Background: an optimization exercise with open tools, aiming at small area and a short achievable clock period. Do not read the settings as production practice. At most, simulation tests tie the RTL to the original design; equivalence was not proved. No functional check of the RTL was part of run 7. Power figures rest on the tool's default switching activity, not on a simulated workload.

==> config.mk <==
export PLATFORM = sky130hd
export DESIGN_NAME = daisy_core
export DESIGN_NICKNAME = daisy_core
export VERILOG_FILES = /design/flow/design.v
export SDC_FILE = /design/flow/constraint.sdc
export NUM_CORES = 4
export LEC_CHECK = 0
export CAP_MARGIN = 20
export CORE_MARGIN = 2
export CORE_UTILIZATION = 40
export SETUP_SLACK_MARGIN = 1.6
export SLEW_MARGIN = 20
==> constraint.sdc <==
create_clock -name core_clock -period 3.5 [get_ports {clk}]
set_input_delay 0.7000 -clock core_clock [delete_from_list [all_inputs] [get_ports {clk}]]
set_output_delay 0.7000 -clock core_clock [all_outputs]
set_load 0.01 [all_outputs]
==> design.v <==
module dc_cond (
    input  wire [2:0]  phase,
    input  wire [15:0] win,
    input  wire [9:0]  cnt,
    input  wire [15:0] crc,
    input  wire        prev_e,
    output wire        wp, ws, pf, pl, in_hop,
    output wire        fl0, fl1,       
    output wire        pr0, pr1,       
    output wire        hc0, hc1,       
    output wire        nostart,        
    output wire        stuff_err,      
    output wire        noend,          
    output wire        take,           
    output wire        pf_end,         
    output wire        byte_end,       
    output wire        crc_ok,         
    output wire        cnt_en,         
    output wire [9:0]  cnt_inc,
    output wire [15:0] crc_s
);
    localparam [15:0] CRC_POLY     = 16'h8408;
    localparam [15:0] CRC_RESIDUAL = 16'hF0B8;
    assign wp     = (phase == 3'd2);
    assign ws     = (phase == 3'd3);
    assign pf     = (phase == 3'd4);
    assign pl     = (phase == 3'd5);
    assign in_hop = (phase == 3'd6);
    wire b         = win[8];
    wire stuff_due = &win[7:3];
    wire c7        = (cnt[2:0] == 3'd7);
    wire flag_w = (win[15:9] == 7'b1111110);
    wire pre_w  = (win[15:1] == 15'h5555) & (cnt >= 10'd15);
    wire hop_w  = (cnt >= 10'd5);
    assign fl0 = flag_w & prev_e;
    assign fl1 = flag_w & ~prev_e;
    assign pr0 = pre_w & prev_e;
    assign pr1 = pre_w & ~prev_e;
    assign hc0 = hop_w & (~prev_e == win[15]);
    assign hc1 = hop_w & (prev_e == win[15]);
    assign nostart   = ws & (cnt[3:0] == 4'd15);
    assign stuff_err = pl & stuff_due & b;
    assign take      = pl & ~stuff_due;
    assign noend     = take & (cnt == 10'd1020);
    assign pf_end    = pf & c7;
    assign byte_end  = take & c7;
    assign crc_s     = {1'b0, crc[15:1]} ^ ((b ^ crc[0]) ? CRC_POLY : 16'h0000);
    assign crc_ok    = stuff_due ? (crc == CRC_RESIDUAL) : (crc_s == CRC_RESIDUAL);
    assign cnt_en    = wp | ws | pf | take;
    assign cnt_inc   = cnt + 10'd1;
endmodule
module daisy_core (
    input  wire       clk,
    input  wire       rst,
    input  wire       op_valid,
    input  wire [3:0] op,
    output reg        cmd_ready,
    output reg        rx_active,
    output reg        hop_request,
    output reg        rdata_valid,
    output wire [7:0] rdata,
    output reg        radio_req,
    output wire       radio_channel,
    output reg        sink_byte_valid,
    output wire [7:0] sink_byte,
    output reg        sink_commit,
    output reg        sink_begin,
    output wire       sink_begin_chan
);
    localparam [2:0] PH_OFF      = 3'd0;
    localparam [2:0] PH_WAITPRE  = 3'd2;
    localparam [2:0] PH_WAITSTA  = 3'd3;
    localparam [2:0] PH_PREFETCH = 3'd4;
    localparam [2:0] PH_PAYLOAD  = 3'd5;
    localparam [2:0] PH_HOP      = 3'd6;
    localparam [2:0] ERR_NONE    = 3'd0;
    localparam [2:0] ERR_NOSTART = 3'd1;
    localparam [2:0] ERR_STUFF   = 3'd2;
    localparam [2:0] ERR_NOEND   = 3'd3;
    localparam [2:0] ERR_CRC     = 3'd4;
    reg [2:0]  phase;
    reg [15:0] win;
    reg [9:0]  cnt;
    reg [7:0]  acc;
    reg [15:0] crc;
    reg        prev_e;
    reg        chan;
    reg [2:0]  err;
    reg [5:0]  tag;
    reg [5:0]  rd;
    assign rdata           = {2'b00, rd};
    assign radio_channel   = chan;
    assign sink_begin_chan = chan;
    assign sink_byte       = acc;
    wire        wp, ws, pf, pl, in_hop, fl0, fl1, pr0, pr1, hc0, hc1;
    wire        nostart, stuff_err, noend, take, pf_end, byte_end, crc_ok, cnt_en;
    wire [9:0]  cnt_inc;
    wire [15:0] crc_s;
    dc_cond u_cond (
        .phase(phase), .win(win), .cnt(cnt), .crc(crc), .prev_e(prev_e),
        .wp(wp), .ws(ws), .pf(pf), .pl(pl), .in_hop(in_hop),
        .fl0(fl0), .fl1(fl1), .pr0(pr0), .pr1(pr1), .hc0(hc0), .hc1(hc1),
        .nostart(nostart), .stuff_err(stuff_err), .noend(noend), .take(take),
        .pf_end(pf_end), .byte_end(byte_end), .crc_ok(crc_ok), .cnt_en(cnt_en),
        .cnt_inc(cnt_inc), .crc_s(crc_s)
    );
    wire e      = op[0];
    wire is_bit = op_valid & (op[3:1] == 3'b000);
    wire done   = op_valid & (op == 4'h5) & ~cmd_ready;    
    wire task_  = op_valid & cmd_ready;
    wire start  = task_ & (op == 4'h2);
    wire stop   = task_ & (op == 4'h3);
    wire serv   = task_ & (op == 4'h4) & in_hop;
    wire read   = task_ & (op[3:2] == 2'b10);
    wire takeer = task_ & (op == 4'hB);
    wire radio  = op_valid & (op[3:1] == 3'b001 || op == 4'h4);    
    wire fl  = e ? fl1 : fl0;
    wire pr  = e ? pr1 : pr0;
    wire hc  = e ? hc1 : hc0;
    wire d   = ~(prev_e ^ e);
    wire rs  = (nostart & ~fl) | stuff_err | (pl & fl) | noend;    
    wire clr = rs | (wp & pr) | (ws & fl) | pf_end;               
    reg [2:0] bphase;
    reg [2:0] berr;
    always @* begin
        bphase = phase;
        if (wp & pr)        bphase = PH_WAITSTA;
        else if (wp & hc)   bphase = PH_HOP;
        if (ws & fl)        bphase = PH_PREFETCH;
        if (pf_end)         bphase = PH_PAYLOAD;
        if (rs)             bphase = PH_WAITPRE;
        berr = err;
        if (nostart & ~fl)  berr = ERR_NOSTART;
        if (stuff_err)      berr = ERR_STUFF;
        else if (pl & fl)   berr = crc_ok ? err : ERR_CRC;
        else if (noend)     berr = ERR_NOEND;
    end
    wire [2:0] phase_n = is_bit ? bphase : done ? PH_WAITPRE : stop ? PH_OFF : phase;
    wire       ready_n = done | (cmd_ready & ~(start | serv));
    always @(posedge clk) begin
        if (is_bit) begin
            win    <= {d, win[15:1]};
            prev_e <= e;
        end
        if (is_bit & take) acc <= {win[8], acc[7:1]};
        if (is_bit & (take | pf_end)) crc <= pf_end ? 16'hFFFF : crc_s;
        if ((is_bit & clr) | done)  cnt <= 10'd0;
        else if (is_bit & cnt_en)   cnt <= cnt_inc;
        case (op[1:0])
            2'b00:   rd <= {3'd0, phase};
            2'b01:   rd <= {5'd0, chan};
            2'b10:   rd <= tag;
            default: rd <= {3'd0, err};
        endcase
        if (rst) begin
            phase           <= PH_OFF;
            prev_e          <= 1'b0;
            chan            <= 1'b0;
            err             <= ERR_NONE;
            tag             <= 6'd0;
            cmd_ready       <= 1'b1;
            rx_active       <= 1'b0;
            hop_request     <= 1'b0;
            rdata_valid     <= 1'b0;
            radio_req       <= 1'b0;
            sink_byte_valid <= 1'b0;
            sink_commit     <= 1'b0;
            sink_begin      <= 1'b0;
        end else begin
            phase           <= phase_n;
            chan            <= chan ^ serv;
            if (is_bit)      err <= berr;
            else if (takeer) err <= ERR_NONE;
            if (is_bit & pf_end) tag <= {d, win[15:11]};
            cmd_ready       <= ready_n;
            rx_active       <= done | (rx_active & ~stop);
            hop_request     <= is_bit ? (cmd_ready & (in_hop | (wp & ~pr & hc)))
                                      : (hop_request & ~radio);
            rdata_valid     <= read;
            radio_req       <= start | serv;
            sink_byte_valid <= is_bit & byte_end;
            sink_commit     <= is_bit & ~stuff_err & pl & fl & crc_ok;
            sink_begin      <= (is_bit & rs) | done;
        end
    end
endmodule
==> flow/run.sh <==
#!/bin/bash
# ORFS layout through the standard.sh, with these changes:
#  - synthesis may not use the slow 3- and 4-input OR / NOR cells (added to the
#    platform's don't-use list);
#  - ports are buffered with buf_4 instead of the smallest buffer the resizer picks;
#  - timing repair may swap a cell for one with another footprint.
# Each tool's output goes to a log file of its own in this folder.
set -euo pipefail
BASE=$(make -s -C "$FLOW_HOME" DESIGN_CONFIG="$PWD/config.mk" WORK_HOME="$PWD/orfs" print-DONT_USE_CELLS 2>/dev/null \
       | sed -n 's/^DONT_USE_CELLS: //p' | tail -1)
SLOW=""
for c in or3_1 or3_2 or3_4 or3b_1 or3b_2 or3b_4 or4_1 or4_2 or4_4 or4b_1 or4b_2 or4b_4 \
         or4bb_1 or4bb_2 or4bb_4 nor3_1 nor3_2 nor3_4 nor3b_1 nor3b_2 nor3b_4 nor4_1 nor4_2 nor4_4 nor4b_1 nor4b_2 nor4b_4 nor4bb_1 nor4bb_2 nor4bb_4; do
  SLOW="$SLOW sky130_fd_sc_hd__$c"
done
echo "DONT_USE_CELLS=$BASE $SLOW" > dont_use.log
bash standard.sh "DONT_USE_CELLS=$BASE $SLOW" synth > synth.log 2>&1
bash standard.sh "DONT_USE_CELLS=$BASE $SLOW" MATCH_CELL_FOOTPRINT=0 \
  "BUFFER_PORTS_ARGS=-buffer_cell sky130_fd_sc_hd__buf_4" finish > layout.log 2>&1
==> standard.sh <==
#!/bin/bash
# synth_recipe.tcl (not shown) runs the flow's synth.tcl, then flattens the netlist and writes it again
# the make line also repeats each setting of config.mk as NAME=value (left out here)
make -C /OpenROAD-flow-scripts/flow DESIGN_CONFIG=/design/flow/config.mk WORK_HOME=/design/flow/orfs CLKGATE_MAP_FILE= SYNTH_SCRIPT=/design/flow/synth_recipe.tcl "${@:-finish}"
==> results.sh, run 1 <==
export IMPL_yosysTopAreaCell="edfxtp_1"
export IMPL_critPathCapture="err[0]"
export IMPL_crit_family="compound AO/OA/AOI/OAI gates"
export IMPL_clock_sinks=77
export IMPL_fillers=711
export IMPL_async_reset_ff_frac=0
export IMPL_cts_htree_levels=3
export IMPL_root_buffer="clkbuf_8"
export IMPL_r2r_setup_slack_ns=1.58
export IMPL_syn_area_um2=3410
export IMPL_synth_flop_cell="edfxtp_1"
export IMPL_cp_max_fo=14
export IMPL_ff2ff_path_depth=6
export IMPL_place_congestion=0.811
export IMPL_drive_gt1_frac=0.321
export IMPL_vias_per_cell=5.34
export IMPL_track_usage=0.172
export IMPL_synth_area_top_cells="edfxtp_1 (34%), dfxtp_1 (22%), and3_1 (3.9%)"
export IMPL_synth_top_area_frac=0.344
export IMPL_power_leakage_nw=1.72
export IMPL_grt_overflow=0
export IMPL_avgSynthCellArea_um2=11.1
export IMPL_path_depth=7
export IMPL_critPathSlowestCell="a311o_1"
export IMPL_holdWs_ns=0.454
export IMPL_fin_crit_ns=1.94
export IMPL_preCtsSetupSlack_ns=1.09
export IMPL_grt_pass1_vias=2349
export IMPL_antenna_found_initial=0
export IMPL_crit_path_start_kind="input port"
export IMPL_drv_slew=0
export IMPL_placed_area_um2=3790
export IMPL_yosysWarningCount=1
export IMPL_area_growth_pct=28.2
export IMPL_synth_common_cells="edfxtp_1 (39), dfxtp_1 (38), nor2_1 (30)"
export IMPL_syn_inst=308
export IMPL_boundaryPins=33
export IMPL_vias=2488
export IMPL_initial_core_util=0.413
export IMPL_worstReg2RegStart="win[9]"
export IMPL_p_per_area_nw_per_um2=389
export IMPL_outcome="finished clean"
export IMPL_dp_hpwl_mm=4.82
export IMPL_numCtsBuffers=9
export IMPL_grt_pass1_wl_mm=11.9
export IMPL_grt_max_degree=25
export IMPL_placementRows=33
export IMPL_clock_path_buffers=2
export IMPL_tns_ns=0
export IMPL_min_from="acc[4]"
export IMPL_avgRoutedWirePerCell_um=15.9
export IMPL_tritoncts="built"
export IMPL_antennaDiodeCount=0
export IMPL_drt_iter0_drc=161
export IMPL_synth_most_common_cell="edfxtp_1"
export IMPL_route_antenna_remaining_nets=0
export IMPL_dieArea_um2=9270
export IMPL_final_hold_viol_count=0
export IMPL_max_stage_delay_ns=0.39
export IMPL_utilization=0.529
export IMPL_io_buffers=30
export IMPL_critPathBufInv=1
export IMPL_critPathArrivalTime_ns=2.20
export IMPL_grt_setup_unrepaired="true"
export IMPL_stdcell_area_um2=4370
export IMPL_synth_edf_count=39
export IMPL_peakVddDrop_uv=264
export IMPL_clk_pin_slew_ns=0.09
export IMPL_ys_seq_area_frac=0.567
export IMPL_drv_cap=0
export IMPL_crit_chain="buf_6 -> xor2_4 -> nand3_4 -> a311oi_4 -> nand4_1 -> a311o_1 -> o41ai_2"
export IMPL_synth_cell_types=56
export IMPL_required_ns=3.76
export IMPL_fin_crit_sh=0.556
export IMPL_fp_dieH_um=96.3
export IMPL_fin_ws_ns=1.56
export IMPL_core_um2=8260
export IMPL_crit_start="op[0]"
export IMPL_clkLatencyLatePin_ns=0.36
export IMPL_reg2reg_to="err[0]"
export IMPL_finClkSkew_ns=0.00967
export IMPL_routed_wl_mm=7.39
export IMPL_setup_viol=0
export IMPL_die_width_um=96.3
export IMPL_drt_pre_antenna_iters=4
export IMPL_crit_type="in2reg"
export IMPL_min_path_type="reg2reg"
export IMPL_max_freq_mhz=514
export IMPL_cp_end_kind="flip-flop"
export IMPL_ys_seq_elements=77
export IMPL_fin_nets=368
export IMPL_drc_errors=0
## state kept, by name (all words and copies together) (netlist names)
register and count:
prev_e 1, chan 1, rx_active 1, crc 16, rdata_valid 1, rd 6, win 15, tag 6
phase 3, radio_req 1, sink_byte_valid 1, cmd_ready 1, sink_begin 1, cnt 10, sink_commit 1, hop_request 1
acc 8, err 3
## routing by layer
| metal | GRT usage | routed length, um | up-vias |
|---|---|---|---|
| met2 | 0.258 | 3380 | 60 |
| met4 | 0.0751 | 167 | 0 |
| met1 | 0.239 | 3490 | 1211 |
| li1 | - | - | 1205 |
| met3 | 0.0384 | 360 | 12 |
| met5 | 0 | 0 | - |
## metrics by stage
stage	instances	total power [mW]
final	466	1.70
after global routing	466	1.78
after CTS	455	1.70
after detailed placement	432	1.08
after global placement	432	1.08
after floorplan	309	1.05
## final cells by class
class / instances / area (um^2) / share of cell area
well taps: 105 / 131 / 0.0301
flip-flops and latches: 77 / 1940 / 0.445
inverters: 10 / 52.6 / 0.0120
repair buffers: 47 / 382 / 0.0873
clock inverters: 7 / 57.6 / 0.0132
multi-input cells: 211 / 1680 / 0.384
clock buffers: 9 / 124 / 0.0284
## power breakdown
part / switching (mW) / leakage (nW) / internal, mW
sequential: 0.0137 / 0.661 / 0.952
combinational: 0.0651 / 0.970 / 0.0514
clock: 0.352 / 0.0881 / 0.267
## what timing repair did
action	CTS	global route
pin swaps	7	10
gates cloned	2	0
setup buffers	5	11
endpoints found under the setup margin	38	33
hold buffers	0	0
gates resized for setup	23	31
## kinds of logic after synthesis
logic type,Yosys count,share of synthesized area
XOR/XNOR,12,0.0330
other,1,0.00110
buffers and inverters,23,0.0294
flip-flops,77,0.567
AO/OA/AOI/OAI,40,0.0826
AND/OR/NAND/NOR,138,0.226
multiplexers,12,0.0430
adder cells (fa/ha/maj),5,0.0184
## worst register-to-register path, stage by stage, from the launching register on
cell and delay (ns):
edfxtp_1 0.39, and4b_1 0.31, nand3_4 0.13, a311oi_4 0.30, nand4_1 0.24, a311o_1 0.39, o41ai_2 0.06
## cells in the final DEF, fill, tap and decap left out, types with 2 or more instances in the layout
master / n
dfxtp_1: 33
and2_1: 7
clkbuf_8: 9
mux2i_1: 9
nor2_1: 28
o21ai_0: 12
dfxtp_2: 3
and3_1: 16
nand2_4: 2
edfxtp_1: 39
and3_4: 5
nand2b_1: 16
nand2b_4: 2
conb_1: 2
buf_4: 44
nand2_1: 20
and4bb_2: 3
clkinvlp_4: 2
nand3_1: 9
nand4_1: 7
nor2b_1: 3
ha_1: 4
nand3_2: 2
nand4b_1: 2
buf_12: 2
a21oi_1: 5
xnor2_1: 9
dfxtp_4: 2
nand3_4: 3
and4b_1: 2
inv_1: 7
and3b_1: 2
o21ai_4: 2
inv_6: 2
## how the worst min path moves through the flow
stage / endpoint / slack (ns) / cells past startpoint
global route: acc[3] / 0.47 / 0
detailed placement: acc[3] / 0.43 / 0
CTS: acc[3] / 0.45 / 0
finish: acc[3] / 0.45 / 0
floorplan: win[2] / 0.42 / 0
global placement: win[6] / 0.42 / 0
==> run 2: changes to the inputs <==
--- a/flow/run.sh
+++ b/flow/run.sh
@@ -1,6 +1,6 @@
 #!/bin/bash
 # ORFS layout through the standard.sh, with these changes:
-#  - synthesis may not use the slow 3- and 4-input OR / NOR cells (added to the
+#  - synthesis may not use the slow many-input OR / NOR and 3-input XOR cells (added to the
 #    platform's don't-use list);
 #  - ports are buffered with buf_4 instead of the smallest buffer the resizer picks;
 #  - timing repair may swap a cell for one with another footprint.
@@ -10,7 +10,7 @@
        | sed -n 's/^DONT_USE_CELLS: //p' | tail -1)
 SLOW=""
 for c in or3_1 or3_2 or3_4 or3b_1 or3b_2 or3b_4 or4_1 or4_2 or4_4 or4b_1 or4b_2 or4b_4 \
-         or4bb_1 or4bb_2 or4bb_4 nor3_1 nor3_2 nor3_4 nor3b_1 nor3b_2 nor3b_4 nor4_1 nor4_2 nor4_4 nor4b_1 nor4b_2 nor4b_4 nor4bb_1 nor4bb_2 nor4bb_4; do
+         or4bb_1 or4bb_2 or4bb_4 xor3_1 xor3_2 xor3_4 xnor3_1 xnor3_2 xnor3_4 nor4_1 nor4_2 nor4_4 nor4b_1 nor4b_2 nor4b_4 nor4bb_1 nor4bb_2 nor4bb_4; do
   SLOW="$SLOW sky130_fd_sc_hd__$c"
 done
 echo "DONT_USE_CELLS=$BASE $SLOW" > dont_use.log
==> results.sh, run 2 <==
export IMPL_synth_area_top_cells="edfxtp_1 (35%), dfxtp_1 (22%), nor2_1 (3.9%)"
export IMPL_largest_register_ffs=16
export IMPL_drt_pre_antenna_iters=4
export IMPL_synth_flop_cell="edfxtp_1"
export IMPL_antennaDiodeCount=0
export IMPL_clk_pin_slew_ns=0.09
export IMPL_placementRows=33
export IMPL_tns_ns=0
export IMPL_synth_common_cells="edfxtp_1 (39), dfxtp_1 (38), nor2_1 (35)"
export IMPL_netSwitchingPower_mw=0.425
export IMPL_peakVddDrop_uv=189
export IMPL_track_usage=0.162
export IMPL_tritoncts="built"
export IMPL_regArea_um2=1940
export IMPL_initial_core_util=0.413
export IMPL_power_leakage_nw=1.63
export IMPL_required_ns=3.77
export IMPL_seq_power_share=0.564
export IMPL_min_path_type="reg2reg"
export IMPL_fin_crit_sh=0.562
export IMPL_area_growth_pct=25.1
export IMPL_fp_dieH_um=96.1
export IMPL_drt_iter0_drc=84
export IMPL_drv_slew=0
export IMPL_synth_cell_types=57
export IMPL_drive_gt1_frac=0.310
export IMPL_final_hold_viol_count=0
export IMPL_die_width_um=96.1
export IMPL_syn_inst=299
export IMPL_dieArea_um2=9240
export IMPL_final_common_cell="buf_4"
export IMPL_grt_max_degree=26
export IMPL_crit_family="simple AND/OR/NAND/NOR gates"
export IMPL_route_antenna_remaining_nets=0
export IMPL_yosysWarningCount=1
export IMPL_grt_overflow=0
export IMPL_max_freq_mhz=508
export IMPL_avgSynthCellArea_um2=11.3
export IMPL_relSlewSlack=0.632
export IMPL_fillers=752
export IMPL_tightest_slew_ns=0.551
export IMPL_max_stage_delay_ns=0.30
export IMPL_finClkSkew_ns=0.0112
export IMPL_dp_cells=423
export IMPL_syn_area_um2=3390
export IMPL_combinationalPowerShare=0.051
export IMPL_p_per_area_nw_per_um2=401
export IMPL_internal_power_mw=1.28
export IMPL_outcome="finished clean"
export IMPL_clkPwrFrac=0.385
export IMPL_critPathSlowestCell="mux2i_2"
export IMPL_grt_pass1_wl_mm=11.2
export IMPL_multiInputGateArea_um2=1580
export IMPL_ys_seq_area_frac=0.569
export IMPL_crit_type="in2reg"
export IMPL_vias=2347
export IMPL_fin_nets=355
export IMPL_hold_buffers=0
export IMPL_synth_most_common_cell="edfxtp_1"
export IMPL_crit_path_start_kind="input port"
export IMPL_grt_pass1_vias=2197
export IMPL_clock_sinks=77
export IMPL_final_cell_mix="buf_4 (43), edfxtp_1 (39), dfxtp_1 (34)"
export IMPL_setup_viol=0
export IMPL_cp_max_fo=14
export IMPL_largest_register="crc"
export IMPL_ys_seq_elements=77
export IMPL_routed_wl_mm=7.08
export IMPL_synth_edf_count=39
export IMPL_async_reset_ff_frac=0
export IMPL_avgRoutedWirePerCell_um=15.6
export IMPL_synth_top_area_frac=0.345
export IMPL_core_um2=8220
export IMPL_drv_cap=0
export IMPL_cp_end_kind="flip-flop"
export IMPL_antenna_found_initial=0
export IMPL_boundaryPins=33
export IMPL_clkLatencyLatePin_ns=0.36
export IMPL_crit_chain="buf_4 -> xnor2_4 -> nor3_4 -> mux2i_2 -> and4_4 -> a311oi_4 -> o31ai_1"
export IMPL_vias_per_cell=5.18
export IMPL_clock_path_buffers=2
export IMPL_place_congestion=0.760
export IMPL_dp_hpwl_mm=4.62
export IMPL_fin_crit_ns=1.97
export IMPL_drc_errors=0
export IMPL_critPathBufInv=1
export IMPL_grt_setup_unrepaired="true"
export IMPL_reg_top3="crc (16), win (15), cnt (10)"
export IMPL_switching_share=0.250
export IMPL_cts_htree_levels=3
export IMPL_critPathArrivalTime_ns=2.24
export IMPL_io_buffers=30
export IMPL_root_buffer="clkbuf_8"
export IMPL_finalNonFillerCells=453
export IMPL_numCtsBuffers=9
export IMPL_yosysTopAreaCell="edfxtp_1"
run 2: changes by cell type after synthesis, sizes merged, moves of 4 or more:
cell	previous run	this run
nor3b	0	5
xnor2	9	4
o21ai	14	10
and3	21	8
nor2	30	35
xor2	3	10
nand2	22	18
run 2: cell families (layout without fill, tap and decap cells):
family,count (synthesis),after routing,share of synthesized area
xor+xnor,14,14,0.0383
mux,12,12,0.0391
simple gates,131,131,0.220
buf+inv,21,69,0.0280
flops,77,77,0.569
compound gates,38,38,0.0859
fa+ha+maj,5,5,0.0184
other cells,1,2,0.00111
run 2: final timing paths:
path                             start       end  slack, ns  cells past startpoint
worst max-delay path             op[0]  phase[2]       1.53                      7
worst min register to register  win[5]    win[4]       0.45                      0
worst min-delay path            win[5]    win[4]       0.45                      0
worst max register to register  win[9]  phase[2]       1.54                      6
run 2: power by group through the flow:
stage | Clock [mW] | Sequential, mW | Combinational, mW
final | 0.654 | 0.959 | 0.0874
after global routing | 0.705 | 0.961 | 0.0973
after CTS | 0.668 | 0.959 | 0.0831
after detailed placement | 0 | 0.980 | 0.0741
after global placement | 0 | 0.979 | 0.0725
after floorplan | 0 | 0.977 | 0.0543
run 2: final cells by class:
cell class / count / share of cell area
Tap cell: 105 / 0.0310
Clock inverter: 6 / 0.0124
Clock buffer: 10 / 0.0324
Multi-Input combinational cell: 202 / 0.372
Inverter: 8 / 0.00914
Sequential cell: 77 / 0.456
Timing Repair Buffer: 45 / 0.0867
run 2: timing repair:
item | in CTS | in global routing
buffers inserted | 10 | 3
endpoints found under the setup margin | 41 | 17
cloned | 1 | 0
pin swaps | 17 | 6
gates resized for setup | 32 | 15
run 2: metal layers:
metal,wire length [um],global-route usage,vias up
li1,-,-,1161
met1,3400,0.221,1129
met2,3220,0.245,41
met3,284,0.0337,16
met4,174,0.0798,0
met5,0,0,-
run 2: through the flow:
step	setup WS, ns	hold WS [ns]	area, um^2	power [mW]	util
2_1_floorplan	1.54	0.417	3470	1.03	-
3_5_place_dp	0.992	0.429	3750	1.05	0.457
4_1_cts	1.55	0.445	4170	1.71	0.508
3_3_place_gp	1.04	0.423	3750	1.05	0.457
5_1_grt	1.37	0.453	4240	1.76	0.517
6_report	1.53	0.448	4240	1.70	0.517
==> run 3: changes to the inputs <==
--- a/flow/run.sh
+++ b/flow/run.sh
@@ -1,6 +1,6 @@
 #!/bin/bash
 # ORFS layout through the standard.sh, with these changes:
-#  - synthesis may not use the slow many-input OR / NOR and 3-input XOR cells (added to the
+#  - synthesis may not use the slow many-input OR / NOR, 5-input AOI and MUX2 cells (added to the
 #    platform's don't-use list);
 #  - ports are buffered with buf_4 instead of the smallest buffer the resizer picks;
 #  - timing repair may swap a cell for one with another footprint.
@@ -10,7 +10,7 @@
        | sed -n 's/^DONT_USE_CELLS: //p' | tail -1)
 SLOW=""
 for c in or3_1 or3_2 or3_4 or3b_1 or3b_2 or3b_4 or4_1 or4_2 or4_4 or4b_1 or4b_2 or4b_4 \
-         or4bb_1 or4bb_2 or4bb_4 xor3_1 xor3_2 xor3_4 xnor3_1 xnor3_2 xnor3_4 nor4_1 nor4_2 nor4_4 nor4b_1 nor4b_2 nor4b_4 nor4bb_1 nor4bb_2 nor4bb_4; do
+         or4bb_1 or4bb_2 or4bb_4 mux2_1 mux2_2 mux2_4 mux2_8 a2111oi_0 a2111oi_1 a2111oi_2 a2111oi_4 a2111o_1 a2111o_2 a2111o_4 nor4_1 nor4_2 nor4_4 nor4b_1 nor4b_2 nor4b_4 nor4bb_1 nor4bb_2 nor4bb_4; do
   SLOW="$SLOW sky130_fd_sc_hd__$c"
 done
 echo "DONT_USE_CELLS=$BASE $SLOW" > dont_use.log
==> results.sh, run 3 <==
export IMPL_outcome="finished clean"
export IMPL_utilization=0.502
export IMPL_crit_path_start_kind="input port"
export IMPL_initial_core_util=0.413
export IMPL_avgRoutedWirePerCell_um=14.7
export IMPL_vias_per_cell=5.15
export IMPL_hold_buffers=0
export IMPL_critPathSlowestCell="and4_4"
export IMPL_preCtsSetupSlack_ns=1.04
export IMPL_largest_register="crc"
export IMPL_largest_register_ffs=16
export IMPL_max_stage_delay_ns=0.31
export IMPL_synth_common_cells="edfxtp_1 (39), dfxtp_1 (38), nor2_1 (30)"
export IMPL_clock_path_buffers=2
export IMPL_reg2reg_to="phase[1]"
export IMPL_seq_power_share=0.547
export IMPL_critPathArrivalTime_ns=2.10
export IMPL_antennaDiodeCount=0
export IMPL_combinationalPowerShare=0.042
export IMPL_cts_htree_levels=3
export IMPL_max_freq_mhz=540
export IMPL_io_buffers=30
export IMPL_holdWs_ns=0.449
export IMPL_peakVddDrop_uv=211
export IMPL_drv_slew=0
export IMPL_fillers=762
export IMPL_final_hold_viol_count=0
export IMPL_drc_errors=0
export IMPL_fin_crit_ns=1.85
export IMPL_grt_overflow=0
export IMPL_ys_seq_area_frac=0.570
export IMPL_dp_cells=435
export IMPL_cp_end_kind="flip-flop"
export IMPL_synth_mux_area_frac=0.0214
export IMPL_min_from="win[2]"
export IMPL_clk_pin_slew_ns=0.09
export IMPL_critPathBufInv=1
export IMPL_finClkSkew_ns=0.0131
export IMPL_grtUsageMet1=0.209
export IMPL_crit_type="in2reg"
export IMPL_r2r_setup_slack_ns=1.68
export IMPL_yosysWarningCount=1
export IMPL_crit_chain="buf_12 -> xnor2_4 -> nor3_4 -> mux2i_2 -> and4_4 -> a221o_1 -> o21ai_1"
export IMPL_synth_top_family_by_area="simple AND/OR/NAND/NOR gates"
export IMPL_routed_wl_mm=6.82
export IMPL_synth_most_common_cell="edfxtp_1"
export IMPL_syn_area_um2=3390
export IMPL_vias=2384
export IMPL_grt_max_degree=31
export IMPL_fin_crit_sh=0.529
export IMPL_min_path_type="reg2reg"
export IMPL_finalNonFillerCells=463
export IMPL_place_congestion=0.750
export IMPL_hold_depth=0
export IMPL_synth_compound_area_frac=0.0845
export IMPL_tns_ns=0
export IMPL_ff2ff_path_depth=8
export IMPL_synth_edf_count=39
export IMPL_fin_nets=365
export IMPL_die_width_um=96.1
export IMPL_met2_usage=0.248
export IMPL_antenna_found_initial=0
export IMPL_fin_ws_ns=1.65
export IMPL_netSwitchingPower_mw=0.422
export IMPL_drt_iter0_drc=107
export IMPL_required_ns=3.75
export IMPL_yosysTopAreaCell="edfxtp_1"
export IMPL_p_per_area_nw_per_um2=425
export IMPL_reg_top3="crc (16), win (15), cnt (10)"
export IMPL_synth_flop_cell="edfxtp_1"
export IMPL_synthSimpleGateAreaFrac=0.239
export IMPL_area_growth_pct=21.5
export IMPL_synth_xor_area_frac=0.0384
export IMPL_core_um2=8220
export IMPL_top_usage_layer="met2"
export IMPL_grt_setup_unrepaired="true"
export IMPL_boundaryPins=33
export IMPL_clkPwrFrac=0.410
export IMPL_synth_adder_area_share=0.0184
export IMPL_tightest_slew_ns=0.514
export IMPL_syn_inst=312
export IMPL_crit_family="simple AND/OR/NAND/NOR gates"
export IMPL_dieArea_um2=9230
export IMPL_synth_cell_types=56
export IMPL_synth_area_top_cells="edfxtp_1 (35%), dfxtp_1 (22%), nand2b_1 (3.5%)"
export IMPL_ys_seq_elements=77
export IMPL_internal_power_mw=1.33
export IMPL_drt_pre_antenna_iters=4
export IMPL_track_usage=0.158
export IMPL_drv_cap=0
export IMPL_synth_top_area_frac=0.345
export IMPL_holdPathEnd="win[1]"
export IMPL_root_buffer="clkbuf_8"
export IMPL_async_reset_ff_frac=0
export IMPL_power_leakage_nw=1.60
export IMPL_grt_met3_usage=0.0415
export IMPL_dp_hpwl_mm=4.56
export IMPL_clock_sinks=77
export IMPL_placementRows=33
export IMPL_avgSynthCellArea_um2=10.9
export IMPL_fp_dieH_um=96.1
export IMPL_grt_pass1_vias=2221
export IMPL_tritoncts="built"
export IMPL_switching_share=0.241
export IMPL_cp_max_fo=14
export IMPL_route_antenna_remaining_nets=0
export IMPL_final_cell_mix="edfxtp_1 (39), buf_4 (39), dfxtp_1 (34)"
export IMPL_relSlewSlack=0.657
export IMPL_drive_gt1_frac=0.260
export IMPL_setup_viol=0
export IMPL_numCtsBuffers=9
export IMPL_grt_pass1_wl_mm=10.9
export IMPL_clkLatencyLatePin_ns=0.36
export IMPL_worstReg2RegStart="cnt[0]"
==> run 3: cell count changes after synthesis, sizes merged, moves of 2 or more <==
| cell | change |
|---|---|
| a21oi | +8 |
| o21ai | +3 |
| mux2i | -6 |
| a21boi | -2 |
| and3b | +2 |
| nand2 | +10 |
| a311oi | -2 |
| nand3 | +7 |
| nor2 | -5 |
==> run 3: stage by stage <==
step | power [mW] | cell area [um^2]
after global routing | 1.82 | 4120
final | 1.75 | 4120
after floorplan | 1.03 | 3460
after global placement | 1.05 | 3730
after CTS | 1.76 | 4010
after detailed placement | 1.05 | 3730
==> run 3: how the worst max path moves through the flow <==
stage / to / depth (start not counted) / slack, ns / from
2_1_floorplan: phase[1] / 6 / 1.63 / op[0]
3_3_place_gp: cnt[5] / 8 / 1.09 / op[1]
3_5_place_dp: cnt[9] / 8 / 1.04 / op[1]
4_1_cts: err[2] / 8 / 1.60 / op[1]
5_1_grt: phase[1] / 6 / 1.57 / win[9]
6_report: phase[1] / 7 / 1.65 / op[0]
==> run 3: cells by family (layout without fill, tap and decap cells) <==
kind of cell,Yosys count,after routing
compound gates,44,45
xor+xnor,14,14
mux,6,6
other cells,1,2
fa+ha+maj,5,5
simple gates,144,145
flops,77,77
buf+inv,21,64
==> run 3: area by class of cell <==
| type | instances | area (um^2) | area share |
|---|---|---|---|
| clock buffers | 9 | 124 | 0.0300 |
| multi-input cells | 217 | 1490 | 0.361 |
| flip-flops and latches | 77 | 1940 | 0.470 |
| clock inverters | 7 | 87.6 | 0.0212 |
| repair buffers | 40 | 313 | 0.0759 |
| well taps | 105 | 131 | 0.0319 |
| inverters | 8 | 37.5 | 0.00910 |
==> run 3: metal layers <==
| layer | part of all wire | vias to the layer above | wire length, um |
|---|---|---|---|
| met5 | 0 | - | 0 |
| met4 | 0.014 | 0 | 93 |
| met3 | 0.030 | 9 | 207 |
| met2 | 0.46 | 29 | 3120 |
| met1 | 0.50 | 1146 | 3400 |
| li1 | - | 1200 | - |
==> run 3: repair_timing <==
item,in CTS,in global routing
gates cloned,2,0
setup buffers,2,8
pin swaps,3,6
endpoints found under the setup margin,49,32
gates resized for setup,12,14
==> run 3: power by group through the flow <==
stage	clock network (mW)	registers (mW)	logic, mW
5_1_grt	0.775	0.960	0.0851
3_5_place_dp	0	0.978	0.0692
6_report	0.718	0.958	0.0741
4_1_cts	0.733	0.958	0.0703
2_1_floorplan	0	0.976	0.0524
3_3_place_gp	0	0.978	0.0691
==> run 4: changes to the inputs <==
--- a/config.mk
+++ b/config.mk
@@ -8,5 +8,5 @@
 export CAP_MARGIN = 20
 export CORE_MARGIN = 2
 export CORE_UTILIZATION = 40
-export SETUP_SLACK_MARGIN = 1.6
+export SETUP_SLACK_MARGIN = 1.7
 export SLEW_MARGIN = 20
==> results.sh, run 4 <==
export IMPL_cp_end_kind="flip-flop"
export IMPL_crit_chain="nand4b_1 -> nor3_4 -> mux2i_2 -> and4_4 -> a21oi_1 -> o21ai_1"
export IMPL_clk_pin_slew_ns=0.09
export IMPL_syn_inst=312
export IMPL_numCtsBuffers=9
export IMPL_track_usage=0.158
export IMPL_crit_family="simple AND/OR/NAND/NOR gates"
export IMPL_initial_core_util=0.413
export IMPL_ys_seq_area_frac=0.570
export IMPL_synth_edf_count=39
export IMPL_min_path_type="reg2reg"
export IMPL_critPathBufInv=0
export IMPL_grt_pass1_vias=2135
export IMPL_io_buffers=30
export IMPL_drive_gt1_frac=0.294
export IMPL_cp_max_fo=4
export IMPL_stdcell_area_um2=4300
export IMPL_drc_errors=0
export IMPL_tritoncts="built"
export IMPL_fin_nets=378
export IMPL_yosysWarningCount=1
export IMPL_synth_common_cells="edfxtp_1 (39), dfxtp_1 (38), nor2_1 (30)"
export IMPL_boundaryPins=33
export IMPL_p_per_area_nw_per_um2=401
export IMPL_grt_overflow=0
export IMPL_r2r_setup_slack_ns=1.62
export IMPL_utilization=0.523
export IMPL_synth_cell_types=56
export IMPL_placementRows=33
export IMPL_drv_cap=0
export IMPL_fp_dieH_um=96.1
export IMPL_synth_flop_cell="edfxtp_1"
export IMPL_syn_area_um2=3390
export IMPL_required_ns=3.80
export IMPL_avgSynthCellArea_um2=10.9
export IMPL_vias_per_cell=5.20
export IMPL_reg_top3="crc (16), win (15), cnt (10)"
export IMPL_max_stage_delay_ns=0.38
export IMPL_max_freq_mhz=533
export IMPL_yosysTopAreaCell="edfxtp_1"
export IMPL_placed_area_um2=3740
export IMPL_grt_max_degree=31
export IMPL_ys_seq_elements=77
export IMPL_power_leakage_nw=1.66
export IMPL_hold_buffers=0
export IMPL_place_congestion=0.773
export IMPL_critPathSlowestCell="edfxtp_1"
export IMPL_clock_sinks=77
export IMPL_root_buffer="clkbuf_8"
export IMPL_drt_iter0_drc=136
export IMPL_tns_ns=0
export IMPL_setup_viol=0
export IMPL_cts_htree_levels=3
export IMPL_synth_most_common_cell="edfxtp_1"
export IMPL_clock_path_buffers=2
export IMPL_grt_setup_unrepaired="true"
export IMPL_synth_area_top_cells="edfxtp_1 (35%), dfxtp_1 (22%), nand2b_1 (3.5%)"
export IMPL_fin_crit_ns=1.88
export IMPL_vias=2477
export IMPL_drt_pre_antenna_iters=4
export IMPL_final_hold_viol_count=0
export IMPL_outcome="finished clean"
export IMPL_core_um2=8220
export IMPL_final_common_cell="buf_4"
export IMPL_antennaDiodeCount=0
export IMPL_avgRoutedWirePerCell_um=15.0
export IMPL_peakVddDrop_uv=191
export IMPL_clkLatencyLatePin_ns=0.36
export IMPL_async_reset_ff_frac=0
export IMPL_dp_hpwl_mm=4.56
export IMPL_dieArea_um2=9230
export IMPL_synth_top_area_frac=0.345
export IMPL_drv_slew=0
export IMPL_grt_pass1_wl_mm=10.8
export IMPL_crit_type="reg2reg"
export IMPL_final_cell_mix="buf_4 (49), edfxtp_1 (39), dfxtp_1 (34)"
export IMPL_critPathArrivalTime_ns=2.17
export IMPL_die_width_um=96.1
export IMPL_largest_register="crc"
export IMPL_largest_register_ffs=16
export IMPL_crit_path_start_kind="flip-flop"
export IMPL_finClkSkew_ns=0.0124
export IMPL_fillers=731
export IMPL_area_growth_pct=26.6
export IMPL_route_antenna_remaining_nets=0
export IMPL_antenna_found_initial=0
export IMPL_routed_wl_mm=7.13
export IMPL_fin_crit_sh=0.536
[run 4: cell families after synthesis]
logic type	share of synthesized area
XOR/XNOR	0.0384
other	0.00111
flip-flops	0.570
multiplexers	0.0214
buffers and inverters	0.0280
AO/OA/AOI/OAI	0.0845
adder cells (fa/ha/maj)	0.0184
AND/OR/NAND/NOR	0.239
[run 4: report_power, final]
group	leakage [nW]	total (mW)	internal [mW]	switching, mW
logic	0.901	0.0808	0.0336	0.0473
clock network	0.0988	0.683	0.337	0.346
registers	0.660	0.958	0.949	0.00890
total	1.66	1.72	1.32	0.402
[run 4: layout make-up]
type,count,area (um^2),share of cell area
Timing Repair inverter,1,8.76,0.00204
Clock buffer,10,128,0.0297
Tap cell,105,131,0.0306
Inverter,8,45.0,0.0105
Sequential cell,77,1940,0.451
Timing Repair Buffer,52,402,0.0935
Clock inverter,6,71.3,0.0166
Multi-Input combinational cell,217,1570,0.366
[run 4: metal layers]
metal  vias up  share of wire  track usage
met1      1192           0.47        0.216
met5         -              0            0
met3        16          0.039       0.0345
li1       1231              -            -
met4         0          0.027       0.0845
met2        38           0.46        0.232
[run 4: what timing repair did]
action	CTS	global route
cloned	0	3
hold endpoints to repair	0	0
buffers inserted	12	10
pin swaps	4	7
endpoints found under the setup margin	59	33
resized for setup	17	21
[run 4: through the flow]
step	power (mW)	hold slack, ns	cells	setup WS, ns
CTS	1.73	0.448	463	1.70
floorplan	1.03	0.417	313	1.63
global route	1.78	0.452	476	1.51
detailed placement	1.05	0.431	435	1.02
finish	1.72	0.450	476	1.62
global placement	1.05	0.425	435	1.09
[run 4: final timing paths]
path                from       end  cells past startpoint
hold reg to reg   win[2]    win[1]                      0
setup / recovery  win[9]  phase[1]                      6
hold / removal    win[2]    win[1]                      0
setup reg to reg  win[9]  phase[1]                      6
[run 4: worst register-to-register path, stage by stage (launching register included)]
cell,delay (ns)
edfxtp_1,0.38
nand4b_1,0.24
nor3_4,0.27
mux2i_2,0.33
and4_4,0.33
a21oi_1,0.12
o21ai_1,0.14
==> run 5: changes to the inputs <==
--- a/flow/run.sh
+++ b/flow/run.sh
@@ -10,7 +10,7 @@
        | sed -n 's/^DONT_USE_CELLS: //p' | tail -1)
 SLOW=""
 for c in or3_1 or3_2 or3_4 or3b_1 or3b_2 or3b_4 or4_1 or4_2 or4_4 or4b_1 or4b_2 or4b_4 \
-         or4bb_1 or4bb_2 or4bb_4 mux2_1 mux2_2 mux2_4 mux2_8 a2111oi_0 a2111oi_1 a2111oi_2 a2111oi_4 a2111o_1 a2111o_2 a2111o_4 nor4_1 nor4_2 nor4_4 nor4b_1 nor4b_2 nor4b_4 nor4bb_1 nor4bb_2 nor4bb_4; do
+         or4bb_1 or4bb_2 or4bb_4 mux2_1 mux2_2 mux2_4 mux2_8 and4bb_1 and4bb_2 and4bb_4 and4b_1 and4b_2 and4b_4 a2111oi_0 a2111oi_1 a2111oi_2 a2111oi_4 a2111o_1 a2111o_2 a2111o_4 nor4_1 nor4_2 nor4_4 nor4b_1 nor4b_2 nor4b_4 nor4bb_1 nor4bb_2 nor4bb_4; do
   SLOW="$SLOW sky130_fd_sc_hd__$c"
 done
 echo "DONT_USE_CELLS=$BASE $SLOW" > dont_use.log
--- a/config.mk
+++ b/config.mk
@@ -8,5 +8,5 @@
 export CAP_MARGIN = 20
 export CORE_MARGIN = 2
 export CORE_UTILIZATION = 40
-export SETUP_SLACK_MARGIN = 1.7
+export SETUP_SLACK_MARGIN = 1.6
 export SLEW_MARGIN = 20
==> results.sh, run 5 <==
export IMPL_drc_errors=0
export IMPL_place_congestion=0.811
export IMPL_clkLatencyLatePin_ns=0.36
export IMPL_synth_flop_cell="edfxtp_1"
export IMPL_area_growth_pct=27.5
export IMPL_max_stage_delay_ns=0.37
export IMPL_syn_area_um2=3420
export IMPL_crit_path_start_kind="flip-flop"
export IMPL_fin_ws_ns=1.54
export IMPL_io_buffers=30
export IMPL_worstReg2RegStart="cnt[0]"
export IMPL_boundaryPins=33
export IMPL_cp_max_fo=5
export IMPL_crit_type="reg2reg"
export IMPL_holdPathEnd="acc[5]"
export IMPL_relSlewSlack=0.656
export IMPL_fin_nets=378
export IMPL_crit_chain="ha_2 -> ha_4 -> nand4bb_4 -> buf_12 -> o21a_1 -> and4_4 -> o21ai_4 -> clkbuf_16 -> nor2_4"
export IMPL_track_usage=0.166
export IMPL_p_per_area_nw_per_um2=397
export IMPL_routed_wl_mm=7.29
export IMPL_ys_seq_area_frac=0.565
export IMPL_antennaDiodeCount=0
export IMPL_clock_sinks=77
export IMPL_dp_cells=438
export IMPL_avgSynthCellArea_um2=10.9
export IMPL_largest_register="crc"
export IMPL_synth_area_top_cells="edfxtp_1 (34%), dfxtp_1 (22%), nand2b_1 (3.7%)"
export IMPL_fin_crit_sh=0.560
export IMPL_synth_edf_count=39
export IMPL_dp_hpwl_mm=4.59
export IMPL_fp_dieH_um=96.5
export IMPL_critPathBufInv=2
export IMPL_drt_pre_antenna_iters=4
export IMPL_drv_cap=0
export IMPL_ff2ff_path_depth=9
export IMPL_crit_family="simple AND/OR/NAND/NOR gates"
export IMPL_die_width_um=96.5
export IMPL_tightest_slew_ns=0.512
export IMPL_dieArea_um2=9310
export IMPL_drive_gt1_frac=0.288
export IMPL_largest_register_ffs=16
export IMPL_peakVddDrop_uv=223
export IMPL_min_path_type="reg2reg"
export IMPL_hold_buffers=0
export IMPL_grt_pass1_wl_mm=11.5
export IMPL_outcome="finished clean"
export IMPL_ys_seq_elements=77
export IMPL_reg2reg_to="cnt[3]"
export IMPL_cts_htree_levels=3
export IMPL_grt_setup_unrepaired="true"
export IMPL_reg_top3="crc (16), win (15), cnt (10)"
export IMPL_final_hold_viol_count=0
export IMPL_numCtsBuffers=9
export IMPL_min_from="acc[6]"
export IMPL_synth_most_common_cell="edfxtp_1"
export IMPL_r2r_setup_slack_ns=1.54
export IMPL_power_leakage_nw=1.59
export IMPL_drv_slew=0
export IMPL_placementRows=33
export IMPL_final_common_cell="buf_4"
export IMPL_yosysTopAreaCell="edfxtp_1"
export IMPL_clk_pin_slew_ns=0.09
export IMPL_vias_per_cell=5.13
export IMPL_critPathSlowestCell="dfxtp_2"
export IMPL_max_freq_mhz=511
export IMPL_vias=2440
export IMPL_avgRoutedWirePerCell_um=15.3
export IMPL_cp_end_kind="flip-flop"
export IMPL_core_um2=8260
export IMPL_syn_inst=314
export IMPL_hold_depth=0
export IMPL_setup_viol=0
export IMPL_final_cell_mix="buf_4 (46), edfxtp_1 (39), dfxtp_1 (34)"
export IMPL_synth_cell_types=54
export IMPL_required_ns=3.74
export IMPL_critPathArrivalTime_ns=2.20
export IMPL_clock_path_buffers=2
export IMPL_initial_core_util=0.414
export IMPL_fin_crit_ns=1.96
export IMPL_preCtsSetupSlack_ns=0.888
export IMPL_grt_pass1_vias=2247
export IMPL_grt_overflow=0
export IMPL_route_antenna_remaining_nets=0
export IMPL_root_buffer="clkbuf_8"
export IMPL_finClkSkew_ns=0.0171
export IMPL_finalNonFillerCells=476
export IMPL_grt_max_degree=28
export IMPL_tns_ns=0
export IMPL_yosysWarningCount=1
export IMPL_antenna_found_initial=0
export IMPL_synth_common_cells="edfxtp_1 (39), dfxtp_1 (38), nand2_1 (26), nor2_1 (26), nand2b_1 (20)"
export IMPL_tritoncts="built"
export IMPL_async_reset_ff_frac=0
export IMPL_drt_iter0_drc=131
export IMPL_synth_top_area_frac=0.342
[run 5: cell types whose count changed after synthesis, moves of 3 or more]
cell	before	now
nor3b_1	3	7
nor2b_1	4	9
o21ai_0	8	19
nand3_1	19	10
o21ai_1	4	1
buf_2	4	1
nor2_1	30	26
xnor2_1	3	6
[run 5: where the power goes]
| group | total (mW) | leakage [nW] | internal (mW) | switching (mW) |
|---|---|---|---|---|
| Clock | 0.684 | 0.102 | 0.337 | 0.347 |
| Sequential | 0.958 | 0.660 | 0.949 | 0.00884 |
| Combinational | 0.0897 | 0.832 | 0.0384 | 0.0513 |
| Total | 1.73 | 1.59 | 1.33 | 0.407 |
[run 5: what timing repair did]
| action | CTS | global route |
|---|---|---|
| endpoints found under the setup margin | 42 | 22 |
| setup buffers | 11 | 8 |
| resized for setup | 16 | 25 |
| cloned | 2 | 1 |
| pin swaps | 4 | 16 |
[run 5: how the worst max path moves through the flow]
stage | from | end | cells past startpoint
2_1_floorplan | op_valid | cnt[6] | 8
3_3_place_gp | op[1] | cnt[5] | 8
3_5_place_dp | op[1] | cnt[5] | 8
4_1_cts | cnt[0] | phase[0] | 8
5_1_grt | phase[1] | cnt[5] | 7
6_report | cnt[0] | cnt[3] | 9
[run 5: logic make-up (layout without fill, tap and decap cells)]
group                      Yosys count  after routing  share of synthesized area
other                                1              2                    0.00110
AOI/OAI and AO/OA                   54             54                      0.104
xor gates and xnor gates            15             15                     0.0384
adders and majority gates            5              5                     0.0183
buffers and inverters               20             76                     0.0256
muxes                                6              6                     0.0223
DFF                                 77             77                      0.565
and+or+nand+nor                    136            136                      0.226
[run 5: stage by stage]
stage,util,instance area (um^2),hold slack [ns],power [mW]
finish,0.528,4360,0.441,1.73
detailed placement,0.458,3780,0.438,1.05
CTS,0.508,4190,0.436,1.74
global placement,0.458,3780,0.432,1.05
global route,0.528,4360,0.445,1.80
floorplan,-,3490,0.417,1.03
[run 5: metal layers]
layer,part of all wire,track usage,up-vias
met1,0.49,0.239,1166
li1,-,-,1227
met4,0.010,0.0493,0
met3,0.042,0.0465,5
met2,0.46,0.243,42
met5,0,0,-
[run 5: layout make-up]
type,count,area (um^2)
repair inverters,1,5.00
multi-input cells,218,1600
clock inverters,6,70.1
inverters,7,30.0
well taps,105,131
repair buffers,52,467
fillers,765,3890
clock buffers,10,128
flip-flops and latches,77,1940
==> run 6: changes to the inputs <==
==> flow/run.sh (replaced) <==
#!/bin/bash
# ORFS layout through the standard.sh, with these changes:
#  - synthesis may not use the slow many-input OR / NOR and 5-input AOI / OAI cells (added to the
#    platform's don't-use list);
#  - ports are buffered with buf_4 instead of the smallest buffer the resizer picks;
#  - timing repair may swap a cell for one with another footprint.
# Each tool's output goes to a log file of its own in this folder.
set -euo pipefail
BASE=$(make -s -C "$FLOW_HOME" DESIGN_CONFIG="$PWD/config.mk" WORK_HOME="$PWD/orfs" print-DONT_USE_CELLS 2>/dev/null \
       | sed -n 's/^DONT_USE_CELLS: //p' | tail -1)
SLOW=""
for c in or3_1 or3_2 or3_4 or3b_1 or3b_2 or3b_4 or4_1 or4_2 or4_4 or4b_1 or4b_2 or4b_4 \
         or4bb_1 or4bb_2 or4bb_4 a2111oi_0 a2111oi_1 a2111oi_2 a2111oi_4 a2111o_1 a2111o_2 a2111o_4 o2111ai_1 o2111ai_2 o2111ai_4 o2111a_1 o2111a_2 o2111a_4 nor4_1 nor4_2 nor4_4 nor4b_1 nor4b_2 nor4b_4 nor4bb_1 nor4bb_2 nor4bb_4; do
  SLOW="$SLOW sky130_fd_sc_hd__$c"
done
echo "DONT_USE_CELLS=$BASE $SLOW" > dont_use.log
bash standard.sh "DONT_USE_CELLS=$BASE $SLOW" synth > synth.log 2>&1
bash standard.sh "DONT_USE_CELLS=$BASE $SLOW" MATCH_CELL_FOOTPRINT=0 \
  "BUFFER_PORTS_ARGS=-buffer_cell sky130_fd_sc_hd__buf_4" finish > layout.log 2>&1
==> results.sh, run 6 <==
export IMPL_antenna_found_initial=0
export IMPL_cp_max_fo=5
export IMPL_route_antenna_remaining_nets=0
export IMPL_yosysTopAreaCell="edfxtp_1"
export IMPL_synth_area_top_cells="edfxtp_1 (34%), dfxtp_1 (22%), nand2b_1 (3.7%)"
export IMPL_clock_sinks=77
export IMPL_drv_cap=0
export IMPL_antennaDiodeCount=0
export IMPL_grt_pass1_vias=2239
export IMPL_boundaryPins=33
export IMPL_final_common_cell="edfxtp_1"
export IMPL_syn_area_um2=3410
export IMPL_largest_register="crc"
export IMPL_drt_iter0_drc=214
export IMPL_synth_most_common_cell="edfxtp_1"
export IMPL_clkLatencyLatePin_ns=0.34
export IMPL_cp_end_kind="flip-flop"
export IMPL_setup_viol=0
export IMPL_critPathArrivalTime_ns=2.13
export IMPL_reg_top3="crc (16), win (15), cnt (10)"
export IMPL_synth_flop_cell="edfxtp_1"
export IMPL_routed_wl_mm=6.96
export IMPL_tns_ns=0
export IMPL_hold_buffers=0
export IMPL_max_freq_mhz=526
export IMPL_outcome="finished clean"
export IMPL_clock_path_buffers=2
export IMPL_required_ns=3.73
export IMPL_fin_crit_sh=0.543
export IMPL_placementRows=33
export IMPL_grt_overflow=0
export IMPL_fin_nets=364
export IMPL_hold_depth=2
export IMPL_final_cell_mix="edfxtp_1 (39), buf_4 (37), dfxtp_1 (34)"
export IMPL_ys_seq_area_frac=0.566
export IMPL_dp_hpwl_mm=4.81
export IMPL_synth_cell_types=54
export IMPL_initial_core_util=0.413
export IMPL_syn_inst=314
export IMPL_drc_errors=0
export IMPL_async_reset_ff_frac=0
export IMPL_clk_pin_slew_ns=0.08
export IMPL_vias=2413
export IMPL_power_leakage_nw=1.53
export IMPL_grt_pass1_wl_mm=11.3
export IMPL_numCtsBuffers=9
export IMPL_avgRoutedWirePerCell_um=15.1
export IMPL_cts_htree_levels=3
export IMPL_finClkSkew_ns=0.0114
export IMPL_holdWs_ns=0.453
export IMPL_track_usage=0.161
export IMPL_area_growth_pct=19.6
export IMPL_synth_common_cells="edfxtp_1 (39), dfxtp_1 (38), nor2_1 (29)"
export IMPL_avgSynthCellArea_um2=10.9
export IMPL_io_buffers=30
export IMPL_yosysWarningCount=1
export IMPL_drive_gt1_frac=0.244
export IMPL_root_buffer="clkbuf_8"
export IMPL_die_width_um=96.4
export IMPL_synth_edf_count=39
export IMPL_drv_slew=0
export IMPL_crit_type="reg2reg"
export IMPL_min_path_type="reg2reg"
export IMPL_ff2ff_path_depth=6
export IMPL_largest_register_ffs=16
export IMPL_fin_crit_ns=1.90
export IMPL_peakVddDrop_uv=211
export IMPL_dieArea_um2=9290
export IMPL_tritoncts="built"
export IMPL_final_hold_viol_count=0
export IMPL_synth_top_area_frac=0.343
export IMPL_grt_max_degree=31
export IMPL_fp_dieH_um=96.4
export IMPL_drt_pre_antenna_iters=4
export IMPL_ys_seq_elements=77
export IMPL_vias_per_cell=5.22
export IMPL_crit_path_start_kind="flip-flop"
export IMPL_core_um2=8260
export IMPL_p_per_area_nw_per_um2=412
export IMPL_place_congestion=0.842
export IMPL_grt_setup_unrepaired="true"
## run 6: changes by cell type in the layout (fill, tap and decap cells not counted), sizes merged, moves of 5 or more
cell	change
xor2	-6
and3	-6
nor2b	-5
o21ai	-6
nand3	+11
buf	-13
## run 6: final cells by class
type	instances	area [um^2]
Sequential cell	77	1940
Tap cell	105	131
Multi-Input combinational cell	218	1500
Timing Repair Buffer	37	278
Fill cell	792	4180
Clock inverter	5	32.5
Inverter	9	41.3
Clock buffer	11	163
## run 6: path summary, 6_finish.rpt
path                             start  slack, ns  endpoint
worst max-delay path            win[9]       1.60  phase[1]
worst min-delay path            tag[4]       0.45    tag[4]
worst max register to register  win[9]       1.60  phase[1]
worst min register to register  tag[4]       0.45    tag[4]
## run 6: critical path, stage by stage, from the launching register on
cell	delay (ns)
edfxtp_1	0.39
nand4b_1	0.24
nor3_4	0.33
mux2i_2	0.33
and4_4	0.30
a221o_1	0.15
o21ai_1	0.05
## run 6: metrics by stage
stage,worst slack [ns],power (mW),utilization,cells,instance area (um^2)
6_report,1.60,1.68,0.494,462,4080
5_1_grt,1.45,1.76,0.494,462,4080
4_1_cts,1.60,1.69,0.488,458,4030
3_5_place_dp,1.05,1.05,0.454,438,3750
3_3_place_gp,1.11,1.05,0.454,438,3750
2_1_floorplan,1.61,1.03,-,315,3470
## run 6: logic make-up (layout without fill, tap and decap cells)
kind of cell	count (synthesis)	in the layout	synth area share
AOI/OAI and AO/OA	45	45	0.0902
xor gates and xnor gates	13	13	0.0356
adders and majority gates	5	5	0.0183
buffers and inverters	21	62	0.0275
DFF	77	77	0.566
muxes	7	7	0.0242
other	1	2	0.00110
and+or+nand+nor	145	146	0.237
## run 6: routing by layer
| layer | vias up | GRT usage | wire (um) |
|---|---|---|---|
| met5 | - | 0 | 0 |
| met4 | 0 | 0.0528 | 91 |
| met3 | 7 | 0.0384 | 315 |
| met2 | 60 | 0.238 | 3040 |
| met1 | 1142 | 0.231 | 3520 |
| li1 | 1204 | - | - |
## run 6: report_power, final
part           internal (mW)  switching [mW]  total [mW]
combinational         0.0296          0.0446      0.0742
clock                  0.318           0.326       0.644
sequential             0.950          0.0114       0.962
## run 6: timing repair
item / 4_1_cts / 5_1_grt
gates resized for setup: 14 / 7
pin swaps: 2 / 3
endpoints found under the setup margin: 38 / 41
setup buffers: 3 / 4
gates cloned: 1 / 0
==> run 7: changes to the inputs <==
--- a/design.v
+++ b/design.v
@@ -4,6 +4,10 @@
     input  wire [9:0]  cnt,
     input  wire [15:0] crc,
     input  wire        prev_e,
+    input  wire        flag_r,         
+    input  wire        stuff_r,        
+    output wire        flag_nx,        
+    output wire        stuff_nx,       
     output wire        wp, ws, pf, pl, in_hop,
     output wire        fl0, fl1,       
     output wire        pr0, pr1,       
@@ -27,11 +31,13 @@
     assign pl     = (phase == 3'd5);
     assign in_hop = (phase == 3'd6);
     wire b         = win[8];
-    wire stuff_due = &win[7:3];
+    wire stuff_due = stuff_r;
     wire c7        = (cnt[2:0] == 3'd7);
-    wire flag_w = (win[15:9] == 7'b1111110);
-    wire pre_w  = (win[15:1] == 15'h5555) & (cnt >= 10'd15);
-    wire hop_w  = (cnt >= 10'd5);
+    wire flag_w = flag_r;
+    wire pre_w  = (win[15:1] == 15'h5555) & (cnt[4] | (cnt[3:0] == 4'd15));
+    wire hop_w  = cnt[4] | cnt[3] | (cnt[2] & (cnt[1] | cnt[0]));
+    assign flag_nx  = (win[15:10] == 6'b111110);
+    assign stuff_nx = &win[8:4];
     assign fl0 = flag_w & prev_e;
     assign fl1 = flag_w & ~prev_e;
     assign pr0 = pre_w & prev_e;
@@ -41,7 +47,7 @@
     assign nostart   = ws & (cnt[3:0] == 4'd15);
     assign stuff_err = pl & stuff_due & b;
     assign take      = pl & ~stuff_due;
-    assign noend     = take & (cnt == 10'd1020);
+    assign noend     = take & (&cnt[9:2]);
     assign pf_end    = pf & c7;
     assign byte_end  = take & c7;
     assign crc_s     = {1'b0, crc[15:1]} ^ ((b ^ crc[0]) ? CRC_POLY : 16'h0000);
@@ -83,6 +89,7 @@
     reg [9:0]  cnt;
     reg [7:0]  acc;
     reg [15:0] crc;
+    reg        flag_r, stuff_r;    
     reg        prev_e;
     reg        chan;
     reg [2:0]  err;
@@ -96,8 +103,10 @@
     wire        nostart, stuff_err, noend, take, pf_end, byte_end, crc_ok, cnt_en;
     wire [9:0]  cnt_inc;
     wire [15:0] crc_s;
+    wire        flag_nx, stuff_nx;
     dc_cond u_cond (
         .phase(phase), .win(win), .cnt(cnt), .crc(crc), .prev_e(prev_e),
+        .flag_r(flag_r), .stuff_r(stuff_r), .flag_nx(flag_nx), .stuff_nx(stuff_nx),
         .wp(wp), .ws(ws), .pf(pf), .pl(pl), .in_hop(in_hop),
         .fl0(fl0), .fl1(fl1), .pr0(pr0), .pr1(pr1), .hc0(hc0), .hc1(hc1),
         .nostart(nostart), .stuff_err(stuff_err), .noend(noend), .take(take),
@@ -140,6 +149,8 @@
     always @(posedge clk) begin
         if (is_bit) begin
             win    <= {d, win[15:1]};
+            flag_r  <= d & flag_nx;
+            stuff_r <= stuff_nx;
             prev_e <= e;
         end
         if (is_bit & take) acc <= {win[8], acc[7:1]};
==> results.sh, run 7 <==
export IMPL_outcome="finished clean"
export IMPL_synth_edf_count=41
export IMPL_placementRows=33
export IMPL_synth_xor_area_frac=0.0355
export IMPL_grt_pass1_vias=2293
export IMPL_cp_end_kind="flip-flop"
export IMPL_power_leakage_nw=1.64
export IMPL_grt_pass1_wl_mm=12.0
export IMPL_synth_area_top_cells="edfxtp_1 (36%), dfxtp_1 (22%), nand2_1 (4.2%)"
export IMPL_io_buffers=30
export IMPL_drc_errors=0
export IMPL_synth_common_cells="edfxtp_1 (41), dfxtp_1 (38), nand2_1 (38)"
export IMPL_drv_cap=0
export IMPL_reg_top3="crc (16), win (15), cnt (10)"
export IMPL_async_reset_ff_frac=0
export IMPL_clk_pin_slew_ns=0.09
export IMPL_setup_viol=0
export IMPL_yosysTopAreaCell="edfxtp_1"
export IMPL_placed_area_um2=3760
export IMPL_relSlewSlack=0.613
export IMPL_fp_dieH_um=96.5
export IMPL_critPathArrivalTime_ns=2.20
export IMPL_route_antenna_remaining_nets=0
export IMPL_required_ns=3.75
export IMPL_clock_sinks=79
export IMPL_peakVddDrop_uv=164
export IMPL_vias=2538
export IMPL_dp_hpwl_mm=4.79
export IMPL_cp_common_cell="ha_4"
export IMPL_synth_top_family_by_area="simple AND/OR/NAND/NOR gates"
export IMPL_fin_ws_ns=1.55
export IMPL_min_path_type="reg2reg"
export IMPL_ys_seq_area_frac=0.582
export IMPL_dp_cells=441
export IMPL_largest_register_ffs=16
export IMPL_synth_adder_area_share=0.0146
export IMPL_grt_overflow=0
export IMPL_fin_crit_sh=0.558
export IMPL_syn_area_um2=3420
export IMPL_ys_seq_elements=79
export IMPL_crit_family="simple AND/OR/NAND/NOR gates"
export IMPL_largest_register="crc"
export IMPL_critPathBufInv=0
export IMPL_final_hold_viol_count=0
export IMPL_finalNonFillerCells=480
export IMPL_synth_most_common_cell="edfxtp_1"
export IMPL_synth_cell_types=54
export IMPL_area_growth_pct=26.1
export IMPL_final_cell_mix="buf_4 (49), edfxtp_1 (41), nand2_1 (37)"
export IMPL_p_per_area_nw_per_um2=416
export IMPL_place_congestion=0.802
export IMPL_grt_max_degree=21
export IMPL_clock_path_buffers=2
export IMPL_max_freq_mhz=512
export IMPL_root_buffer="clkbuf_8"
export IMPL_vias_per_cell=5.29
export IMPL_synthSimpleGateAreaFrac=0.217
export IMPL_synth_mux_area_frac=0.0124
export IMPL_hold_buffers=0
export IMPL_clkLatencyLatePin_ns=0.36
export IMPL_utilization=0.522
export IMPL_routed_wl_mm=7.59
export IMPL_cp_max_fo=4
export IMPL_syn_inst=317
export IMPL_boundaryPins=33
export IMPL_yosysWarningCount=1
export IMPL_stdcell_area_um2=4310
export IMPL_final_common_cell="buf_4"
export IMPL_tns_ns=0
export IMPL_avgSynthCellArea_um2=10.8
export IMPL_core_um2=8260
export IMPL_numCtsBuffers=9
export IMPL_power_total_mw=1.79
export IMPL_drt_pre_antenna_iters=4
export IMPL_crit_path_start_kind="flip-flop"
export IMPL_drt_iter0_drc=137
export IMPL_tritoncts="built"
export IMPL_crit_chain="ha_4 -> nand3_4 -> ha_4 -> nor2b_1 -> and4b_1 -> nand4b_1 -> nand2_4 -> o21ai_2 -> a32o_1"
export IMPL_critPathSlowestCell="dfxtp_2"
export IMPL_tightest_slew_ns=0.581
export IMPL_dieArea_um2=9310
export IMPL_fin_crit_ns=1.95
export IMPL_synth_flop_cell="edfxtp_1"
export IMPL_fillers=737
export IMPL_grt_setup_unrepaired="true"
export IMPL_drive_gt1_frac=0.280
export IMPL_finClkSkew_ns=0.0154
export IMPL_drv_slew=0
export IMPL_initial_core_util=0.414
export IMPL_avgRoutedWirePerCell_um=15.8
export IMPL_antennaDiodeCount=0
export IMPL_holdWs_ns=0.451
export IMPL_crit_type="reg2reg"
export IMPL_antenna_found_initial=0
export IMPL_synth_compound_area_frac=0.109
export IMPL_fin_nets=381
export IMPL_preCtsSetupSlack_ns=0.806
export IMPL_track_usage=0.173
export IMPL_synth_top_area_frac=0.360
export IMPL_max_stage_delay_ns=0.36
export IMPL_die_width_um=96.5
export IMPL_cts_htree_levels=3
[run 7: changes by cell type after synthesis, sizes merged, moves of 4 or more]
cell	delta
nand2	+12
nand3	-8
a21oi	+6
xnor2	-6
xor2	+6
a31oi	-4
mux2i	-4
nand2b	-4
[run 7: routing by layer]
layer,share of wire,GRT usage
met2,0.46,0.255
met4,0.026,0.0810
met1,0.47,0.247
met3,0.042,0.0287
met5,0,0
[run 7: area by class of cell]
| class | instances | area [um^2] | share of cell area |
|---|---|---|---|
| sequential | 79 | 2000 | 0.464 |
| multi-input combinational | 218 | 1530 | 0.354 |
| timing repair buffer | 52 | 404 | 0.0937 |
| tap | 105 | 131 | 0.0305 |
| clock buffer | 9 | 124 | 0.0287 |
| clock inverter | 7 | 80.1 | 0.0186 |
| inverter | 9 | 37.5 | 0.00870 |
| timing repair inverter | 1 | 7.51 | 0.00174 |
[run 7: kinds of logic (layout without fill, tap and decap cells)]
kind of cell | after synthesis | after routing
buf+inv | 22 | 78
flops | 79 | 79
fa+ha+maj | 4 | 4
compound gates | 54 | 55
other cells | 1 | 2
simple gates | 141 | 141
mux | 3 | 3
xor+xnor | 13 | 13
[run 7: worst paths after layout]
check	cells past startpoint	from	slack, ns	end
setup reg to reg	9	cnt[1]	1.55	phase[0]
hold / removal	0	win[9]	0.45	win[8]
hold reg to reg	0	win[9]	0.45	win[8]
setup / recovery	9	cnt[1]	1.55	phase[0]
[run 7: report_power, final]
part           switching (mW)  internal [mW]
sequential             0.0123          0.980
clock                   0.365          0.340
combinational          0.0544         0.0416
total                   0.432           1.36
[run 7: timing repair]
| action | CTS | global route |
|---|---|---|
| gates resized for setup | 20 | 15 |
| setup endpoints to repair | 42 | 58 |
| buffers inserted | 13 | 7 |
| hold endpoints to repair | 0 | 0 |
| gates cloned | 2 | 1 |
| pin swaps | 16 | 3 |

-- what the ideal ports hide --
The results above use ideal ports. As a check the final layouts listed here were re-extracted and re-timed, cells and wires unchanged.
Step 1, drivers: a clkbuf_16 drives clk and a buf_2 each remaining input, both assumed.
Step 2 adds t to the input delays and takes it off the output delays; t is the mean of the earliest and latest rising clock arrival at the registers after step 1. Input paths then give back, and output paths get back, about the clock's delay inside the block.
Three values: ideal, step 1, step 2; two values: the first two.
| run | shift t [ns] | slack for setup (ns) | hold slack, ns | clock arrival spread, ns | worst data-port slew with drivers (ns) |
|---|---|---|---|---|---|
| run 1 | 0.385 | 1.556 / 1.550 / 1.166 | 0.454 / 0.454 / 0.454 | 0.011 / 0.011 | 0.04 |
| run 2 | 0.382 | 1.533 / 1.542 / 1.160 | 0.448 / 0.448 / 0.448 | 0.011 / 0.012 | 0.03 |
| run 3 | 0.385 | 1.650 / 1.632 / 1.248 | 0.449 / 0.449 / 0.449 | 0.013 / 0.013 | 0.06 |
| run 4 | 0.387 | 1.623 / 1.623 / 1.266 | 0.450 / 0.450 / 0.450 | 0.012 / 0.012 | 0.04 |
| run 5 | 0.384 | 1.541 / 1.541 / 1.177 | 0.441 / 0.441 / 0.441 | 0.017 / 0.017 | 0.04 |
| run 6 | 0.371 | 1.598 / 1.598 / 1.248 | 0.453 / 0.453 / 0.453 | 0.012 / 0.012 | 0.03 |
| run 7 | 0.387 | 1.546 / 1.546 / 1.179 | 0.451 / 0.451 / 0.451 | 0.016 / 0.017 | 0.03 |
After both steps every run listed still meets setup and hold. For run 3, which loses most, drivers alone change the setup slack by -0.018 ns; drivers and shift together by -0.402 ns.
